From an optimization exercise on the open Yosys and OpenROAD flow, aimed at small area; shortcuts taken in it are not production practice. The RTL was checked by simulation tests, not by an equivalence proof against the original design. Power is estimated from default activity; no workload was simulated.

==> design/flow/design.v <==
module icsp_ctrl (
    input  wire        clk,
    input  wire        rst,           
    input  wire        cmd_valid,
    input  wire [7:0]  cmd_op,
    input  wire [23:0] cmd_arg0,
    input  wire [15:0] cmd_arg1,
    output wire        cmd_ready,
    output reg         done,
    output wire [3:0]  cause,
    output wire [15:0] result,
    output wire [1:0]  session,
    output wire [1:0]  ident,
    output wire [15:0] devid,
    output wire [7:0]  cat_index,
    output wire [23:0] code_size,
    output wire [3:0]  erase_blocks,
    output wire [6:0]  wbuf_words,
    output wire        pgc_o,
    output wire        pgc_oe,
    output reg         pgd_o,
    output wire        pgd_oe,
    input  wire        pgd_i,
    output wire        mclr_o,
    output wire        mclr_oe
);
    localparam [31:0] MAGIC_KEY = 32'h4D434850;
    localparam [7:0] OP_ENTER      = 8'h01,
                     OP_EXIT       = 8'h02,
                     OP_IDENTIFY   = 8'h03,
                     OP_SEND_CMD   = 8'h10,
                     OP_SEND_WORD  = 8'h11,
                     OP_READ_WORD  = 8'h12,
                     OP_SEND_INSN  = 8'h13,
                     OP_GOTO_ADDR  = 8'h14,
                     OP_GOTO_SHORT = 8'h15,
                     OP_ERASE_BLK  = 8'h22,
                     OP_EE_RD_CELL = 8'h44,
                     OP_EE_WR_CELL = 8'h45;
    localparam [3:0] O_ENTER = 4'd0, O_IDENT = 4'd1, O_CMD = 4'd2, O_WORD = 4'd3,
                     O_READ  = 4'd4, O_INSN  = 4'd5, O_GOTO = 4'd6, O_ERASE = 4'd7,
                     O_EERD  = 4'd8, O_EEWR  = 4'd9;
    localparam [3:0] S_IDLE  = 4'd0,
                     S_EN1   = 4'd1,    
                     S_EN2   = 4'd2,    
                     S_EN3   = 4'd3,    
                     S_EN4   = 4'd4,    
                     S_EN5   = 4'd5,    
                     S_EX1   = 4'd6,
                     S_EX2   = 4'd7,
                     S_HOLD  = 4'd8,
                     S_ISSUE = 4'd9,
                     S_OUT   = 4'd10,
                     S_GAP   = 4'd11,
                     S_TRN   = 4'd12,
                     S_IN    = 4'd13,
                     S_RGAP  = 4'd14,
                     S_END   = 4'd15;
    localparam [2:0] K_CMD = 3'd0, K_WORD = 3'd1, K_READ = 3'd2,
                     K_INSN = 3'd3, K_RTXN = 3'd4, K_KEY = 3'd5;
    localparam [1:0] P_CMD = 2'd0, P_WORD = 2'd1, P_RPAD = 2'd2, P_KEY = 2'd3;
    reg [3:0]  st;
    reg [6:0]  cnt;
    reg        ph2;           
    reg [3:0]  step;
    reg [3:0]  op;
    reg [23:0] a;             
    reg [7:0]  b;             
    reg [15:0] idr;           
    reg        idf;           
    reg        prog;          
    reg        lines_on;      
    reg [2:0]  cz;            
    reg [1:0]  rsel;          
    wire busy = (st != S_IDLE);
    assign cmd_ready = ~busy;
    reg        hit;
    reg [2:0]  k;
    always @(*) begin
        hit = 1'b1;
        k   = 3'd0;
        case (idr[15:5])
            11'h30C: k = 3'd0;    
            11'h30E: k = 3'd1;    
            11'h308: k = 3'd2;    
            11'h309: k = 3'd3;    
            11'h060: k = 3'd4;    
            11'h092: k = 3'd5;    
            default: hit = 1'b0;
        endcase
    end
    wire res = idf & hit;
    assign ident        = {idf & ~hit, res};
    assign devid        = idf ? idr : 16'd0;
    assign cat_index    = res ? {5'd0, k} : 8'hFF;
    assign code_size    = res ? {7'd0, k == 3'd1 || k == 3'd3 || k == 3'd4,
                                 k == 3'd0 || k == 3'd2, k == 3'd5, 14'd0} : 24'd0;
    assign erase_blocks = res ? ((k == 3'd4) ? 4'd8 : 4'd4) : 4'd0;
    assign wbuf_words   = res ? ((k[2]) ? 7'd32 : 7'd64) : 7'd0;
    assign session = {prog, busy && op == O_ENTER};
    assign cause   = {1'b0, cz};
    assign result  = (rsel == 2'd2) ? idr : {8'd0, rsel[0] ? b : 8'd0};
    wire in_read = (st == S_TRN) || (st == S_IN) || (st == S_RGAP);
    assign pgc_o   = ((st == S_OUT) && !cnt[1]) || ((st == S_IN) && cnt[2:0] != 3'd0);
    assign pgc_oe  = lines_on;
    assign pgd_oe  = lines_on & ~in_read;
    assign mclr_o  = (prog && st != S_EX2) || st == S_EN2 || st == S_EN5;
    assign mclr_oe = prog || (session[0] && st != S_EN1);
    wire [3:0] r = cmd_arg0[3:0];
    reg  [2:0] issue_cause;
    always @(*) begin
        issue_cause = 3'd0;
        case (cmd_op)
            OP_ENTER:
                if (session != 2'd0) issue_cause = 3'd2;
            OP_EXIT, OP_SEND_CMD, OP_SEND_WORD, OP_READ_WORD, OP_SEND_INSN,
            OP_GOTO_ADDR, OP_GOTO_SHORT:
                if (!prog) issue_cause = 3'd2;
            OP_IDENTIFY:
                if (!prog || idf) issue_cause = 3'd2;
            OP_ERASE_BLK, OP_EE_RD_CELL, OP_EE_WR_CELL: begin
                if (!prog || !idf)
                    issue_cause = 3'd2;
                else if (!hit)
                    issue_cause = 3'd3;
                else if (cmd_op == OP_ERASE_BLK &&
                         (r > 4'd10 || (r >= 4'd7 && k != 3'd4)))
                    issue_cause = 3'd4;
            end
            default:
                issue_cause = 3'd1;
        endcase
    end
    reg [3:0] new_op;
    always @(*) begin
        case (cmd_op)
            OP_ENTER:      new_op = O_ENTER;
            OP_IDENTIFY:   new_op = O_IDENT;
            OP_SEND_CMD:   new_op = O_CMD;
            OP_SEND_WORD:  new_op = O_WORD;
            OP_READ_WORD:  new_op = O_READ;
            OP_SEND_INSN:  new_op = O_INSN;
            OP_ERASE_BLK:  new_op = O_ERASE;
            OP_EE_RD_CELL: new_op = O_EERD;
            OP_EE_WR_CELL: new_op = O_EEWR;
            default:       new_op = O_GOTO;
        endcase
    end
    reg [2:0]  sk;
    reg [3:0]  sc;
    reg [15:0] sw;
    reg [23:0] rc;
    always @(*) begin
        case (r_a)
            4'd0:    rc = 24'h800004;
            4'd1:    rc = 24'h800005;
            4'd2:    rc = 24'h800002;
            4'd3:    rc = 24'h800104;
            4'd4:    rc = 24'h800204;
            4'd5:    rc = 24'h800404;
            4'd6:    rc = 24'h800804;
            4'd7:    rc = 24'h801004;
            4'd8:    rc = 24'h802004;
            4'd9:    rc = 24'h804004;
            default: rc = 24'h808004;
        endcase
    end
    wire [3:0] r_a = a[3:0];
    function automatic [15:0] goto_word(input [2:0] i, input [23:0] ad);
        begin
            case (i)
                3'd0:    goto_word = {8'h0E, ad[23:16]};
                3'd1:    goto_word = 16'h6EF8;
                3'd2:    goto_word = {8'h0E, ad[15:8]};
                3'd3:    goto_word = 16'h6EF7;
                3'd4:    goto_word = {8'h0E, ad[7:0]};
                default: goto_word = 16'h6EF6;
            endcase
        end
    endfunction
    always @(*) begin
        sk = K_INSN;
        sc = 4'h0;
        sw = 16'h0000;
        case (op)
            O_ENTER: sk = K_KEY;
            O_CMD:   begin sk = K_CMD; sc = a[3:0]; end
            O_WORD:  begin sk = K_WORD; sw = {a[23:16], b}; end
            O_READ:  sk = K_READ;
            O_INSN:  begin sc = a[3:0]; sw = {a[23:16], b}; end
            O_GOTO:  sw = goto_word(step[2:0], a);
            O_IDENT: begin
                if (step[3:1] == 3'd3) begin
                    sk = K_RTXN; sc = 4'h9;
                end else
                    sw = goto_word(step[2:0], 24'h3FFFFE);
            end
            O_ERASE: begin
                case (step)
                    4'd0, 4'd1, 4'd2, 4'd3, 4'd4, 4'd5:
                        sw = goto_word(step[2:0], 24'h3C0004);
                    4'd6:  begin sc = 4'hC; sw = {rc[7:0], rc[7:0]}; end
                    4'd7:  sw = 16'h0E05;
                    4'd8:  sw = 16'h6EF6;
                    4'd9:  begin sc = 4'hC; sw = {rc[15:8], rc[15:8]}; end
                    4'd10: sw = 16'h0E06;
                    4'd11: sw = 16'h6EF6;
                    4'd12: begin sc = 4'hC; sw = {rc[23:16], rc[23:16]}; end
                    default: sw = 16'h0000;
                endcase
            end
            O_EERD: begin
                case (step)
                    4'd0:  sw = 16'h9E7F;
                    4'd1:  sw = 16'h9C7F;
                    4'd2:  sw = {8'h0E, a[7:0]};
                    4'd3:  sw = 16'h6E74;
                    4'd4:  sw = {8'h0E, a[15:8]};
                    4'd5:  sw = 16'h6E75;
                    4'd6:  sw = 16'h807F;
                    4'd7:  sw = 16'h5073;
                    4'd8:  sw = 16'h6EF5;
                    4'd9:  sw = 16'h0000;
                    default: begin sk = K_RTXN; sc = 4'h2; end
                endcase
            end
            default: begin    
                case (step)
                    4'd0:  sw = 16'h9E7F;
                    4'd1:  sw = 16'h9C7F;
                    4'd2:  sw = {8'h0E, a[7:0]};
                    4'd3:  sw = 16'h6E74;
                    4'd4:  sw = {8'h0E, a[15:8]};
                    4'd5:  sw = 16'h6E75;
                    4'd6:  sw = {8'h0E, b};
                    4'd7:  sw = 16'h6E73;
                    4'd8:  sw = 16'h847F;
                    4'd9:  sw = 16'h827F;
                    4'd10: sw = 16'h507F;
                    4'd11: sw = 16'h6EF5;
                    4'd12: sw = 16'h0000;
                    4'd13: begin sk = K_RTXN; sc = 4'h2; end
                    default: sw = 16'h947F;
                endcase
            end
        endcase
    end
    wire [1:0] start_ph = (st == S_GAP) ? ((sk == K_INSN) ? P_WORD : P_RPAD) :
                          (sk == K_WORD) ? P_WORD :
                          (sk == K_READ) ? P_RPAD :
                          (sk == K_KEY)  ? P_KEY  : P_CMD;
    wire [1:0] cur_ph = !ph2 ? ((sk == K_WORD) ? P_WORD :
                                (sk == K_READ) ? P_RPAD :
                                (sk == K_KEY)  ? P_KEY  : P_CMD)
                             : ((sk == K_INSN) ? P_WORD : P_RPAD);
    wire [1:0] bit_ph = (st == S_OUT) ? cur_ph : start_ph;
    reg [6:0] cnt_nx;
    always @(*) begin
        if (st == S_ISSUE || st == S_GAP)
            case (start_ph)
                P_CMD:   cnt_nx = 7'd15;
                P_WORD:  cnt_nx = 7'd63;
                P_RPAD:  cnt_nx = 7'd31;
                default: cnt_nx = 7'd127;
            endcase
        else
            cnt_nx = cnt - 7'd1;
    end
    wire [4:0] bidx = ~cnt_nx[6:2];
    reg nbit;
    always @(*) begin
        case (bit_ph)
            P_CMD:   nbit = sc[bidx[1:0]];
            P_WORD:  nbit = sw[bidx[3:0]];
            P_RPAD:  nbit = 1'b0;
            default: nbit = MAGIC_KEY[cnt_nx[6:2]];
        endcase
    end
    wire cz0 = (cnt == 7'd0);
    always @(posedge clk) begin
        cnt <= cnt - 7'd1;
        if (rst) begin
            st       <= S_IDLE;
            done     <= 1'b0;
            cz       <= 3'd0;
            rsel     <= 2'd0;
            prog     <= 1'b0;
            idf      <= 1'b0;
            lines_on <= 1'b0;
            pgd_o    <= 1'b0;
        end else begin
            done <= 1'b0;
            case (st)
                S_IDLE: begin
                    if (cmd_valid) begin
                        op   <= new_op;
                        step <= (cmd_op[4] & cmd_op[2] & cmd_op[0]) ? 4'd4 : 4'd0;
                        a    <= {(cmd_op[2] & ~cmd_op[0]) ? cmd_arg0[23:16] : cmd_arg1[15:8],
                                 cmd_arg0[15:0]};
                        b    <= cmd_arg1[7:0];
                        rsel <= 2'd0;
                        cz   <= issue_cause;
                        ph2  <= 1'b0;
                        if (issue_cause != 3'd0)
                            done <= 1'b1;
                        else if (cmd_op == OP_ENTER) begin
                            st  <= S_EN1;
                            cnt <= 7'd5;
                        end else if (cmd_op == OP_EXIT) begin
                            st  <= S_EX1;
                            cnt <= 7'd3;
                        end else
                            st <= S_ISSUE;
                    end
                end
                S_EN1: begin
                    lines_on <= 1'b1;
                    if (cz0) begin st <= S_EN2; cnt <= 7'd5; end
                end
                S_EN2: if (cz0) begin st <= S_EN3; cnt <= 7'd2; end
                S_EN3: if (cz0) st <= S_ISSUE;
                S_EN4: if (cz0) begin st <= S_EN5; cnt <= 7'd4; end
                S_EN5: if (cz0) begin
                    idf  <= 1'b0;
                    prog <= 1'b1;
                    done <= 1'b1;
                    st   <= S_IDLE;
                end
                S_EX1: begin
                    pgd_o <= 1'b0;
                    if (cz0) begin st <= S_EX2; cnt <= 7'd3; end
                end
                S_EX2: if (cz0) begin
                    prog <= 1'b0;
                    done <= 1'b1;
                    st   <= S_IDLE;
                end
                S_HOLD: if (cz0) begin
                    done <= 1'b1;
                    st   <= S_IDLE;
                end
                S_ISSUE: begin
                    pgd_o <= nbit;
                    cnt   <= cnt_nx;
                    st    <= S_OUT;
                end
                S_OUT: begin
                    if (cnt[1:0] == 2'd0 && !cz0) pgd_o <= nbit;
                    if (cz0) begin
                        case (cur_ph)
                            P_CMD:   begin st <= S_GAP; cnt <= 7'd1; end
                            P_WORD:  begin st <= S_GAP; cnt <= 7'd2; end
                            P_RPAD:  begin st <= S_TRN; cnt <= 7'd1; end
                            default: st <= S_END;
                        endcase
                    end
                end
                S_GAP: begin
                    if (cz0) begin
                        if (!ph2 && (sk == K_INSN || sk == K_RTXN)) begin
                            ph2   <= 1'b1;
                            pgd_o <= nbit;
                            cnt   <= cnt_nx;
                            st    <= S_OUT;
                        end else
                            st <= S_END;
                    end
                end
                S_TRN: if (cz0) begin st <= S_IN; cnt <= {1'b0, 3'd7, 3'd4}; end
                S_IN: begin
                    if (cnt[2:0] == 3'd3) begin
                        if (op == O_IDENT) idr <= {pgd_i, idr[15:1]};
                        else               b   <= {pgd_i, b[7:1]};
                    end
                    if (cnt[2:0] == 3'd0) cnt[1:0] <= 2'd0;
                    if (cz0) begin st <= S_RGAP; cnt <= 7'd2; end
                end
                S_RGAP: if (cz0) st <= S_END;
                S_END: begin
                    ph2 <= 1'b0;
                    st  <= S_ISSUE;
                    step <= step + 4'd1;
                    case (op)
                        O_ENTER: begin
                            pgd_o <= 1'b0;
                            st    <= S_EN4;
                            cnt   <= 7'd2;
                        end
                        O_IDENT: if (step == 4'd7) begin
                            idf  <= 1'b1;
                            done <= 1'b1;
                            st   <= S_IDLE;
                            if (!hit) begin
                                cz   <= 3'd3;
                                rsel <= 2'd2;
                            end
                        end
                        O_READ: begin
                            rsel <= 2'd1;
                            done <= 1'b1;
                            st   <= S_IDLE;
                        end
                        O_EERD: if (step == 4'd10) begin
                            rsel <= 2'd1;
                            done <= 1'b1;
                            st   <= S_IDLE;
                        end
                        O_EEWR: begin
                            if (step == 4'd14) begin
                                done <= 1'b1;
                                st   <= S_IDLE;
                            end else if (step == 4'd13) begin
                                if (b[1]) begin
                                    if (a[23:17] == 7'd0) begin
                                        cz   <= 3'd7;
                                        rsel <= 2'd1;
                                        done <= 1'b1;
                                        st   <= S_IDLE;
                                    end else begin
                                        a[23:16] <= a[23:16] - 8'd1;
                                        step     <= 4'd10;
                                    end
                                end
                            end
                        end
                        O_ERASE: if (step == 4'd14) begin
                            pgd_o <= 1'b0;
                            cnt   <= 7'd39;
                            st    <= S_HOLD;
                        end
                        O_GOTO: if (step == 4'd5) begin
                            done <= 1'b1;
                            st   <= S_IDLE;
                        end
                        default: begin
                            done <= 1'b1;
                            st   <= S_IDLE;
                        end
                    endcase
                end
                default: ;
            endcase
        end
    end
endmodule
==> design/flow/run.sh <==
#!/bin/bash
# synth_recipe.tcl (not shown) runs the flow's synth.tcl, then flattens the netlist and writes it again
# the make line also repeats each setting of config.mk as NAME=value (left out here)
make -C /OpenROAD-flow-scripts/flow DESIGN_CONFIG=/design/flow/config.mk WORK_HOME=/design/flow/orfs CLKGATE_MAP_FILE= SYNTH_SCRIPT=/design/flow/synth_recipe.tcl finish
==> design/flow/config.mk <==
export PLATFORM = sky130hd
export DESIGN_NAME = icsp_ctrl
export DESIGN_NICKNAME = icsp_ctrl
export VERILOG_FILES = /design/flow/design.v
export SDC_FILE = /design/flow/constraint.sdc
export NUM_CORES = 4
export LEC_CHECK = 0
export CAP_MARGIN = 20
export CORE_MARGIN = 2
export CORE_UTILIZATION = 40
export SLEW_MARGIN = 20
==> design/flow/constraint.sdc <==
create_clock -name core_clock -period 10.0 [get_ports {clk}]
set_input_delay 2.0000 -clock core_clock [delete_from_list [all_inputs] [get_ports {clk}]]
set_output_delay 2.0000 -clock core_clock [all_outputs]
set_load 0.01 [all_outputs]
==> run notes <==
## cell families (layout without fill, tap and decap cells)
| family | Yosys count | count (layout) | synth area share, % |
|---|---|---|---|
| simple gates | 377 | 377 | 25.1 |
| compound gates | 353 | 353 | 30.4 |
| buf+inv | 142 | 174 | 8.87 |
| flops | 89 | 89 | 29.3 |
| mux | 29 | 29 | 3.84 |
| xor+xnor | 10 | 10 | 1.09 |
| fa+ha+maj | 9 | 9 | 1.40 |
| other cells | 1 | 29 | 0.0466 |
## power by group through the flow
stage / Sequential [uW] / Combinational [uW] / Clock, uW
3_5_place_dp: 527 / 920 / 0
3_3_place_gp: 527 / 933 / 0
2_1_floorplan: 495 / 667 / 0
6_report: 521 / 957 / 386
4_1_cts: 519 / 925 / 390
5_1_grt: 526 / 1020 / 407
## critical path, stage by stage, from the launching register on
cell and delay (ns):
dfxtp_1 0.85, nor2b_1 0.46, nand3_1 0.61, o22ai_1 0.32
clkdlybuf4s50_1 0.58
## final cells by class
cell class / count / area (um2)
clock buffers: 9 / 225
well taps: 265 / 332
flip-flops and latches: 89 / 2350
multi-input cells: 807 / 5080
clock inverters: 7 / 101
fillers: 1994 / 10100
inverters: 31 / 116
repair buffers: 127 / 1230
## sequential cells by signal (all words and copies together) (netlist names), 2 cells and up
register,cells
op,4
b,8
cz,3
rsel,2
rc,11
a,24
idr,16
step,4
cnt,7
st,4
## worst paths after layout
kind	endpoint	slack, ns	depth (start not counted)
worst max-delay path	pgc_o	4.82	4
worst min-delay path	rsel[1]	0.46	2
worst max register to register	pgd_o	6.15	10
worst min register to register	rsel[1]	0.46	2
## metal layers
metal,global-route usage (%),vias up
met1,37.8,4044
met5,0,-
met2,40.6,498
met3,5.20,76
li1,-,3885
met4,9.90,0
## per-stage QoR
stage | area (um2) | total power (uW) | util (%)
finish | 9450 | 1860 | 48.2
CTS | 9440 | 1830 | 48.2
global placement | 9110 | 1460 | 46.5
detailed placement | 9110 | 1450 | 46.5
global route | 9450 | 1950 | 48.2
floorplan | 8140 | 1160 | -
## cell usage in the layout, fill, tap and decap left out, drive strengths merged, types with 9 or more instances in the layout
| cell type | count |
|---|---|
| a31oi | 11 |
| o2bb2ai | 9 |
| a21oi | 76 |
| o22ai | 11 |
| inv | 33 |
| nor4 | 11 |
| nor2b | 13 |
| conb | 29 |
| dfxtp | 32 |
| nand2 | 85 |
| edfxtp | 57 |
| nor2 | 92 |
| and2 | 31 |
| a211oi | 22 |
| o211ai | 18 |
| mux2 | 12 |
| o21ai | 76 |
| nand3 | 25 |
| a221oi | 9 |
| a22oi | 13 |
| buf | 14 |
| or2 | 10 |
| ha | 9 |
| clkdlybuf4s50 | 113 |
| a22o | 9 |
| mux2i | 17 |
| nand2b | 12 |
| o31ai | 16 |
| nor3 | 31 |
| nand4 | 14 |
| clkbuf | 9 |
==> out/metrics.csv <==
metric,value,unit
holdWs,0.464,ns
std_cell_rows,51,
start_util,41.0,%
routed_wl,29300,um
cts_buffers,9,
dp_hpwl,21500,um
drt_first_pass_iters,6,
power.switching,853,uW
first_global_vias,7751,
core,0.0196,mm2
ys_top_cells_by_count,"nor2_1, nand2_1, a21oi_1, o21ai_0, edfxtp_1",
grt.overflow.total,0,
diodes,0,
synth_top_area_share,21.3,%
pwr-share-clk,20.7,%
skew,0.0114,ns
routabilityCongestion,1.01,
cellInternalPower,1010,uW
netlist_instances,1010,
finalNonFillerCells,1335,
grt_start_max_net_pins,55,
synth_area_leader_cell,edfxtp_1,
critPathMaxFanout,25,
postLayoutSetupSlackWorst,4.82,ns
cts.sinks,89,
ys_seq_area_share,29.3,%
p_comb_share,51.3,%
end_kind,primary output,
post-place-ws,5.30,ns
die_y,146,um
met3WireLength,2770,um
yosys_most_used_dff,edfxtp_1,
fin_crit,5.18,ns
antenna_found_initial,0,
max-cap-violations,0,
drive_gt1_share,7.66,%
yosysMostFrequentCell,nor2_1,
cellPowerDensity,197,mW/mm2
die_width,146,um
crit_type,flip-flop to primary output,
worstMarginPinSlew,1.02,ns
setup_violations,0,
fmax,193,MHz
slew_headroom,31.7,%
io_buffers,113,
dpl.cell_count,1318,
outcome,"complete, no violations",
area_growth,17.5,%
slew_violations,0,
via_count,8503,
hp-class,flip-flop to flip-flop,
min_from,rsel[1],
grt.total_usage,26.8,%
grt_pass1_wl,45600,um
insertion_delay,0.36,ns
drcViolationCount,0,
ios,143,
clkTransAtPathRegs,0.07,ns
h-tree-depth,3,
avgSynthCellArea,7.96,um2
critPathLaunch,st[2],
synth_cell_type_count,106,
cp_data_required_time,8.00,ns
met1Wirelength,12700,um
viasPerCell,6.37,
rsz0062_at_grt,no,
cts_buffer_depth,2,
seqPwrFrac,28.0,%
vdd_ir_drop_max,88.0,uV
p_leak,0.00321,uW
async_flop_share,0,%
r2r-start,step[1],
arrival,3.18,ns
critPathLaunchType,flip-flop,
nets,1126,
swShare,45.7,%
syn-cell-area,0.00804,mm2
route.met2.wl,12900,um
cts_resized,0,
ant_nets,0,
drt-initial-drc-count,896,
hold_violations,0,
totalNegativeSetupSlack,0,ns
synth_edf_count,57,
cts_tree,yes,
fin_crit_sh,51.8,%
wire_per_inst,22.0,um
yosys_warnings,1,
die_area,0.0212,mm2
root_buffer,clkbuf_16,
ys_ff_latch,89,
hold_buffers,0,
cts_setup_buffers,0,
synthTopCellsByArea,"edfxtp_1, dfxtp_1, a21oi_1, o21ai_0, nor2_1",
top_layer_used,met4,

afterwards: timing with drivers on the ports:
No port has a modelled driver above. Below, the same layout with a new extraction and two added sets of constraints. Step 1 (the two cells are an assumption about what drives the block):
set clk [get_ports {clk}]
set_driving_cell -lib_cell sky130_fd_sc_hd__clkbuf_16 $clk
set_driving_cell -lib_cell sky130_fd_sc_hd__buf_2 [delete_from_list [all_inputs] $clk]
Step 2 moves the port delays by t, midway between the first and last clock arrival at a register: inputs arrive t later, outputs are due t later. That takes back most of the time a late clock gives input paths. Three values: ideal ports, drivers, drivers and shift; two values: the first two.
shift t [ns]: 0.397
slack for setup (ns): 4.817 / 4.775 / 5.172
hold WS [ns]: 0.464 / 0.464 / 0.464
worst register clock-pin slew, ns: 0.08 / 0.08
After both steps setup and hold are still met in this run. The setup slack of this run moves by -0.042 ns with the drivers and by +0.355 ns with both steps.
